Background: an optimization exercise with open tools, aiming at small area, a short achievable clock period and few clock cycles. Do not read the settings as production practice. RTL that was checked went through simulation tests only; none was proved equivalent to the original.

==> 02-24 <==
==> flow/design.v <==
module stuff_codec (
    input  wire         clk,
    input  wire         rst,
    input  wire         cfg_mode,         
    input  wire [4:0]   cfg_avoid_len,    
    input  wire [127:0] cfg_avoid,        
    input  wire [13:0]  cfg_crc_poly,
    input  wire [13:0]  cfg_crc_init,
    input  wire         in_valid,
    input  wire [7:0]   in_data,
    input  wire         in_last,
    output reg          in_ready,
    output reg          out_valid,
    output reg  [7:0]   out_data,
    input  wire         out_ready,
    output reg          done,
    output reg          done_err,
    output reg  [15:0]  done_count,
    output reg  [13:0]  done_crc
);
    wire       cfg_ok = (cfg_avoid_len >= 5'd2) && (cfg_avoid_len <= 5'd16);
    wire [3:0] nl     = cfg_avoid_len[3:0];
    function [7:1] crc_coef;
        input [13:0] p;
        integer dd, s;
        reg [7:0] c;
        begin
            c = 8'd1;
            for (dd = 1; dd < 8; dd = dd + 1) begin
                c[dd] = 1'b0;
                for (s = 1; s <= dd; s = s + 1)
                    c[dd] = c[dd] ^ (p[14-s] & c[dd-s]);
            end
            crc_coef = c[7:1];
        end
    endfunction
    reg        mode_r;
    reg        ok_r;
    reg  [7:0] esc_r;
    reg  [7:0] init_r;       
    reg  [7:1] coef_r;
    wire       stuff = ~mode_r;
    reg [13:0] d;           
    reg        mm;          
    reg        mm_last;     
    reg        in_first;    
    reg        a_v, a_last, a_first, a_esc, a_err;
    wire       a_drop = a_esc && mode_r;
    reg [7:0]  a_d;
    reg        b_v, b_end;
    reg [7:0]  b_d;
    reg [13:0] crc;
    reg [12:0] cnt;
    reg        err;
    reg [14:0] chain;
    reg        match_now;
    integer j;
    always @(*) begin
        match_now = 1'b0;
        for (j = 0; j < 15; j = j + 1) begin
            chain[j] = (in_data == cfg_avoid[8*j +: 8]) &&
                       (j == 0 ? 1'b1 : d[(j == 0) ? 0 : j-1]);
            if (nl == ((j + 2) & 15)) match_now = match_now | chain[j];
        end
    end
    reg [7:0] esc_byte;
    always @(*) begin
        esc_byte = cfg_avoid[127:120];
        for (j = 1; j < 15; j = j + 1)
            if (nl == j + 1) esc_byte = cfg_avoid[8*j +: 8];
    end
    wire b_go   = (b_v || b_end) && (!b_v || out_ready);
    wire b_free = !b_v || out_ready;
    wire a_go   = a_v && b_free;
    wire a_free = !a_v || b_free;
    wire ins_e  = mm && stuff;           
    always @(*) begin
        in_ready   = a_free && !ins_e;
        out_valid  = b_v;
        out_data   = b_d;
        done       = b_end && (!b_v || out_ready);
        done_err   = err;
        done_count = err ? 16'hFFFF : {3'b000, cnt};
        done_crc   = crc;
    end
    wire in_fire = in_valid && in_ready;
    reg [13:0] base, crc_next;
    reg  [7:0] h, t;
    integer k, q;
    always @(*) begin
        base = a_first ? {init_r, cfg_crc_init[5:0]} : crc;
        h    = base[13:6] ^ a_d;
        for (k = 0; k < 8; k = k + 1) begin
            t[k] = h[k];
            for (q = 1; q < 8; q = q + 1)
                if (k + q < 8) t[k] = t[k] ^ (coef_r[q] & h[k+q]);
        end
        for (k = 0; k < 14; k = k + 1) begin
            crc_next[k] = (k >= 8) ? base[k-8] : 1'b0;
            for (q = 0; q < 8; q = q + 1)
                if (q <= k) crc_next[k] = crc_next[k] ^ (t[q] & cfg_crc_poly[k-q]);
        end
    end
    always @(posedge clk) begin
        mode_r <= cfg_mode;
        ok_r   <= cfg_ok;
        esc_r  <= ~esc_byte;
        init_r <= cfg_crc_init[13:6];
        coef_r <= crc_coef(cfg_crc_poly);
        if (rst) begin
            d        <= 14'd0;
            mm       <= 1'b0;
            mm_last  <= 1'b0;
            in_first <= 1'b1;
            a_v      <= 1'b0;
            b_v      <= 1'b0;
            b_end    <= 1'b0;
        end else begin
            if (a_free) begin
                a_v <= 1'b0;
                if (ins_e) begin
                    a_v     <= 1'b1;
                    a_d     <= esc_r;
                    a_last  <= mm_last;
                    a_first <= 1'b0;
                    a_esc   <= 1'b1;
                    a_err   <= !ok_r;
                    mm      <= 1'b0;
                    d       <= 14'd0;
                end else if (in_fire) begin
                    a_v      <= 1'b1;
                    a_d      <= in_data;
                    a_last   <= in_last && !(stuff && match_now);
                    a_first  <= in_first;
                    a_esc    <= !stuff && mm;
                    a_err    <= !ok_r ||
                                (!stuff && mm && in_data != esc_r) ||
                                (!stuff && !mm && match_now && in_last);
                    in_first <= in_last;
                    if (mm) begin
                        mm <= 1'b0;
                        d  <= 14'd0;
                    end else begin
                        mm      <= match_now && (stuff || !in_last);
                        mm_last <= in_last;
                        d       <= in_last ? 14'd0 : chain[13:0];
                    end
                end
            end
            if (a_go) begin
                b_v   <= !a_drop;
                b_d   <= a_d;
                b_end <= a_last;
            end else if (b_go) begin
                b_v   <= 1'b0;
                b_end <= 1'b0;
            end
        end
        if (a_go) begin
            crc <= crc_next;
            cnt <= (a_first ? 13'd0 : cnt) + {12'd0, a_esc};
            err <= (a_first ? 1'b0 : err) | a_err;
        end
    end
endmodule
==> flow/flow/run.sh <==
#!/bin/bash
# Layout flow: the standard ORFS flow, with the port buffers made as
# minimum-size buffers (timing repair upsizes those that need it) and the
# clock tree built without dummy balancing loads.
set -euo pipefail
cd "$(dirname "$0")/.."
export BUFFER_PORTS_ARGS="-buffer_cell sky130_fd_sc_hd__buf_1"
export CTS_ARGS="-sink_clustering_enable -repair_clock_nets -dont_use_dummy_load -buf_list {sky130_fd_sc_hd__clkbuf_4 sky130_fd_sc_hd__clkbuf_8}"
bash standard.sh > standard.log 2>&1
==> flow/standard.sh <==
#!/bin/bash
# synth_recipe.tcl (not shown) runs the flow's synth.tcl, then flattens the netlist and writes it again
# the make line also repeats each setting of config.mk as NAME=value (left out here)
make -C /OpenROAD-flow-scripts/flow DESIGN_CONFIG=/design/flow/config.mk WORK_HOME=/design/flow/orfs CLKGATE_MAP_FILE= SYNTH_SCRIPT=/design/flow/synth_recipe.tcl "${@:-finish}"
==> flow/config.mk <==
export PLATFORM = sky130hd
export DESIGN_NAME = stuff_codec
export DESIGN_NICKNAME = stuff_codec
export VERILOG_FILES = /design/flow/design.v
export SDC_FILE = /design/flow/constraint.sdc
export NUM_CORES = 4
export LEC_CHECK = 0
export CAP_MARGIN = 20
export CORE_MARGIN = 2
export CORE_UTILIZATION = 60
export SETUP_SLACK_MARGIN = 3.3
export SLEW_MARGIN = 20
export TNS_END_PERCENT = 20
==> flow/constraint.sdc <==
create_clock -name core_clock -period 6.5 [get_ports {clk}]
set_input_delay 1.3000 -clock core_clock [delete_from_list [all_inputs] [get_ports {clk}]]
set_output_delay 1.3000 -clock core_clock [all_outputs]
set_load 0.01 [all_outputs]
==> inputs of 08-03, as changes to 02-24 <==
--- a/flow/design.v
+++ b/flow/design.v
@@ -37,15 +37,14 @@
     reg        mode_r;
     reg        ok_r;
     reg  [7:0] esc_r;
-    reg  [7:0] init_r;       
+    reg [13:0] poly_r, init_r;
     reg  [7:1] coef_r;
     wire       stuff = ~mode_r;
     reg [13:0] d;           
     reg        mm;          
     reg        mm_last;     
     reg        in_first;    
-    reg        a_v, a_last, a_first, a_esc, a_err;
-    wire       a_drop = a_esc && mode_r;
+    reg        a_v, a_last, a_drop, a_first, a_esc, a_err;
     reg [7:0]  a_d;
     reg        b_v, b_end;
     reg [7:0]  b_d;
@@ -88,7 +87,7 @@
     reg  [7:0] h, t;
     integer k, q;
     always @(*) begin
-        base = a_first ? {init_r, cfg_crc_init[5:0]} : crc;
+        base = a_first ? init_r : crc;
         h    = base[13:6] ^ a_d;
         for (k = 0; k < 8; k = k + 1) begin
             t[k] = h[k];
@@ -98,14 +97,15 @@
         for (k = 0; k < 14; k = k + 1) begin
             crc_next[k] = (k >= 8) ? base[k-8] : 1'b0;
             for (q = 0; q < 8; q = q + 1)
-                if (q <= k) crc_next[k] = crc_next[k] ^ (t[q] & cfg_crc_poly[k-q]);
+                if (q <= k) crc_next[k] = crc_next[k] ^ (t[q] & poly_r[k-q]);
         end
     end
     always @(posedge clk) begin
         mode_r <= cfg_mode;
         ok_r   <= cfg_ok;
         esc_r  <= ~esc_byte;
-        init_r <= cfg_crc_init[13:6];
+        poly_r <= cfg_crc_poly;
+        init_r <= cfg_crc_init;
         coef_r <= crc_coef(cfg_crc_poly);
         if (rst) begin
             d        <= 14'd0;
@@ -122,6 +122,7 @@
                     a_v     <= 1'b1;
                     a_d     <= esc_r;
                     a_last  <= mm_last;
+                    a_drop  <= 1'b0;
                     a_first <= 1'b0;
                     a_esc   <= 1'b1;
                     a_err   <= !ok_r;
@@ -131,6 +132,7 @@
                     a_v      <= 1'b1;
                     a_d      <= in_data;
                     a_last   <= in_last && !(stuff && match_now);
+                    a_drop   <= !stuff && mm;
                     a_first  <= in_first;
                     a_esc    <= !stuff && mm;
                     a_err    <= !ok_r ||
==> flow/run.sh (new file) <==
#!/bin/bash
# synth_recipe.tcl (not shown) runs the flow's synth.tcl, then flattens the netlist and writes it again
# the make line also repeats each setting of config.mk as NAME=value (left out here)
make -C /OpenROAD-flow-scripts/flow DESIGN_CONFIG=/design/flow/config.mk WORK_HOME=/design/flow/orfs CLKGATE_MAP_FILE= SYNTH_SCRIPT=/design/flow/synth_recipe.tcl finish
Settings changed: CORE_UTILIZATION 60 to 40, SETUP_SLACK_MARGIN 3.3 to 2.5, TNS_END_PERCENT 20 to default.
removed: flow/flow/run.sh
removed: flow/standard.sh
==> inputs of 11-17, as changes to 02-24 <==
==> flow/design.v (replaced) <==
module stuff_codec (
    input  wire         clk,
    input  wire         rst,
    input  wire         cfg_mode,         
    input  wire [4:0]   cfg_avoid_len,    
    input  wire [127:0] cfg_avoid,        
    input  wire [13:0]  cfg_crc_poly,
    input  wire [13:0]  cfg_crc_init,
    input  wire         in_valid,
    input  wire [7:0]   in_data,
    input  wire         in_last,
    output reg          in_ready,
    output reg          out_valid,
    output reg  [7:0]   out_data,
    input  wire         out_ready,
    output reg          done,
    output reg          done_err,
    output reg  [15:0]  done_count,
    output reg  [13:0]  done_crc
);
    wire       cfg_ok = (cfg_avoid_len >= 5'd2) && (cfg_avoid_len <= 5'd16);
    wire [3:0] m      = cfg_avoid_len[3:0] - 4'd1;    
    wire [7:0] esc_byte = ~cfg_avoid[{m, 3'b000} +: 8];
    wire       stuff  = ~cfg_mode;
    reg [13:0] d;           
    reg        mm;          
    reg        mm_last;     
    reg        in_first;    
    reg        a_v, a_last, a_drop, a_first, a_esc, a_err;
    reg [7:0]  a_d;
    reg        b_v, b_end;
    reg [7:0]  b_d;
    reg [13:0] crc;
    reg [12:0] cnt;
    reg        err;
    reg [13:0] poly_r, init_r;
    reg [14:0] chain;
    reg        match_now;
    integer j;
    always @(*) begin
        match_now = 1'b0;
        for (j = 0; j < 15; j = j + 1) begin
            chain[j] = (in_data == cfg_avoid[8*j +: 8]) &&
                       (j == 0 ? 1'b1 : d[(j == 0) ? 0 : j-1]);
            if (m == j + 1) match_now = match_now | chain[j];
        end
    end
    wire b_go   = (b_v || b_end) && (!b_v || out_ready);
    wire b_free = !(b_v || b_end) || b_go;
    wire a_go   = a_v && b_free;
    wire a_free = !a_v || b_free;
    wire ins_e  = mm && stuff;           
    always @(*) begin
        in_ready   = a_free && !ins_e;
        out_valid  = b_v;
        out_data   = b_d;
        done       = b_end && (!b_v || out_ready);
        done_err   = err;
        done_count = err ? 16'hFFFF : {3'b000, cnt};
        done_crc   = crc;
    end
    wire in_fire = in_valid && in_ready;
    function [13:0] crc_byte;
        input [13:0] r_in;
        input [7:0]  b;
        input [13:0] poly;
        integer k;
        reg [13:0] r;
        reg t;
        begin
            r = r_in;
            for (k = 7; k >= 0; k = k - 1) begin
                t = b[k] ^ r[13];
                r = {r[12:0], 1'b0};
                if (t) r = r ^ poly;
            end
            crc_byte = r;
        end
    endfunction
    always @(posedge clk) begin
        poly_r <= cfg_crc_poly;
        init_r <= cfg_crc_init;
        if (rst) begin
            d        <= 14'd0;
            mm       <= 1'b0;
            mm_last  <= 1'b0;
            in_first <= 1'b1;
            a_v      <= 1'b0;
            b_v      <= 1'b0;
            b_end    <= 1'b0;
        end else begin
            if (a_free) begin
                a_v <= 1'b0;
                if (ins_e) begin
                    a_v     <= 1'b1;
                    a_d     <= esc_byte;
                    a_last  <= mm_last;
                    a_drop  <= 1'b0;
                    a_first <= 1'b0;
                    a_esc   <= 1'b1;
                    a_err   <= !cfg_ok;
                    mm      <= 1'b0;
                    d       <= 14'd0;
                end else if (in_fire) begin
                    a_v      <= 1'b1;
                    a_d      <= in_data;
                    a_last   <= in_last && !(stuff && match_now);
                    a_drop   <= !stuff && mm;
                    a_first  <= in_first;
                    a_esc    <= !stuff && mm;
                    a_err    <= !cfg_ok ||
                                (!stuff && mm && in_data != esc_byte) ||
                                (!stuff && !mm && match_now && in_last);
                    in_first <= in_last;
                    if (mm) begin
                        mm <= 1'b0;
                        d  <= 14'd0;
                    end else begin
                        mm      <= match_now && (stuff || !in_last);
                        mm_last <= in_last;
                        d       <= (match_now || in_last) ? 14'd0 : chain[13:0];
                    end
                end
            end
            if (a_go) begin
                b_v   <= !a_drop;
                b_d   <= a_d;
                b_end <= a_last;
            end else if (b_go) begin
                b_v   <= 1'b0;
                b_end <= 1'b0;
            end
        end
        if (a_go) begin
            crc <= crc_byte(a_first ? init_r : crc, a_d, poly_r);
            cnt <= (a_first ? 13'd0 : cnt) + {12'd0, a_esc};
            err <= (a_first ? 1'b0 : err) | a_err;
        end
    end
endmodule
==> flow/run.sh (new file) <==
#!/bin/bash
# synth_recipe.tcl (not shown) runs the flow's synth.tcl, then flattens the netlist and writes it again
# the make line also repeats each setting of config.mk as NAME=value (left out here)
make -C /OpenROAD-flow-scripts/flow DESIGN_CONFIG=/design/flow/config.mk WORK_HOME=/design/flow/orfs CLKGATE_MAP_FILE= SYNTH_SCRIPT=/design/flow/synth_recipe.tcl finish
Settings changed: ABC_CLOCK_PERIOD_IN_PS from default to 3000, CORE_UTILIZATION 60 to 40, SETUP_SLACK_MARGIN 3.3 to 3.0, TNS_END_PERCENT 20 to default.
removed: flow/flow/run.sh
removed: flow/standard.sh
==> results.toml <==
[synth]
synthFlopType = "dfxtp_1"

[placed_design]
place_inst = 1397

[finish]
postLayoutCoreUtil = 0.545
multi_input_cells = 764

[critical_path]
cp-endpoint = "done"

[timing]
slew_headroom = 0.249
holdWs_ps = 442

[run_status]
status = "finished clean"
(the above is from 08-03)
==> results.toml <==
[critical_path]
cp-endpoint = "crc[12]"

[finish]
postLayoutCoreUtil = 0.626

[timing]
holdWs_ps = 449
slew_headroom = 0.336

[placed_design]
place_inst = 1285

[run_status]
status = "finished clean"
(the above is from 11-17)
==> results.toml <==
[timing]
slew_headroom = 0.342

[synth]
synthFlopType = "edfxtp_1"

[finish]
multi_input_cells = 763

[run_status]
status = "finished clean"

[critical_path]
cp-endpoint = "in_ready"
(the above is from 02-24)
Testbench counts of 08-03, summed over its fixed seeds: cycles 70,425.
Testbench counts of 11-17, summed over its fixed seeds: cycles 70,425.
Function not checked in 02-24: the RTL went through the layout flow alone.

==> afterwards: timing with drivers on the ports <==
No port has a modelled driver above. Below, the same layouts with a new extraction and two added sets of constraints. Step 1 sets driving cells, clkbuf_16 on the clock port and buf_2 on the other inputs (assumed; they add their load-dependent delay and slew). Step 2, shift: input delay + t, output delay - t, t = (earliest + latest rising clock arrival at the registers) / 2. This alone moves slack from input paths to output paths. Three values: no drivers, after step 1, after step 2; two values: the first two.
| run | t, ns | setup slack, ns | slew at the worst register clock pin (ns) | worst slew at a driven data input, ns |
|---|---|---|---|---|
| 02-24 | 0.390 | 3.313 / 3.287 / 2.977 | 0.10 / 0.10 | 0.07 |
| 08-03 | 0.452 | 2.583 / 2.554 / 2.405 | 0.05 / 0.05 | 0.07 |
| 11-17 | 0.388 | 2.326 / 2.326 / 2.326 | 0.08 / 0.08 | 0.07 |
After both steps setup and hold are still met in every run listed. For 02-24, which loses most, drivers alone change the setup slack by -0.026 ns; drivers and shift together by -0.336 ns.
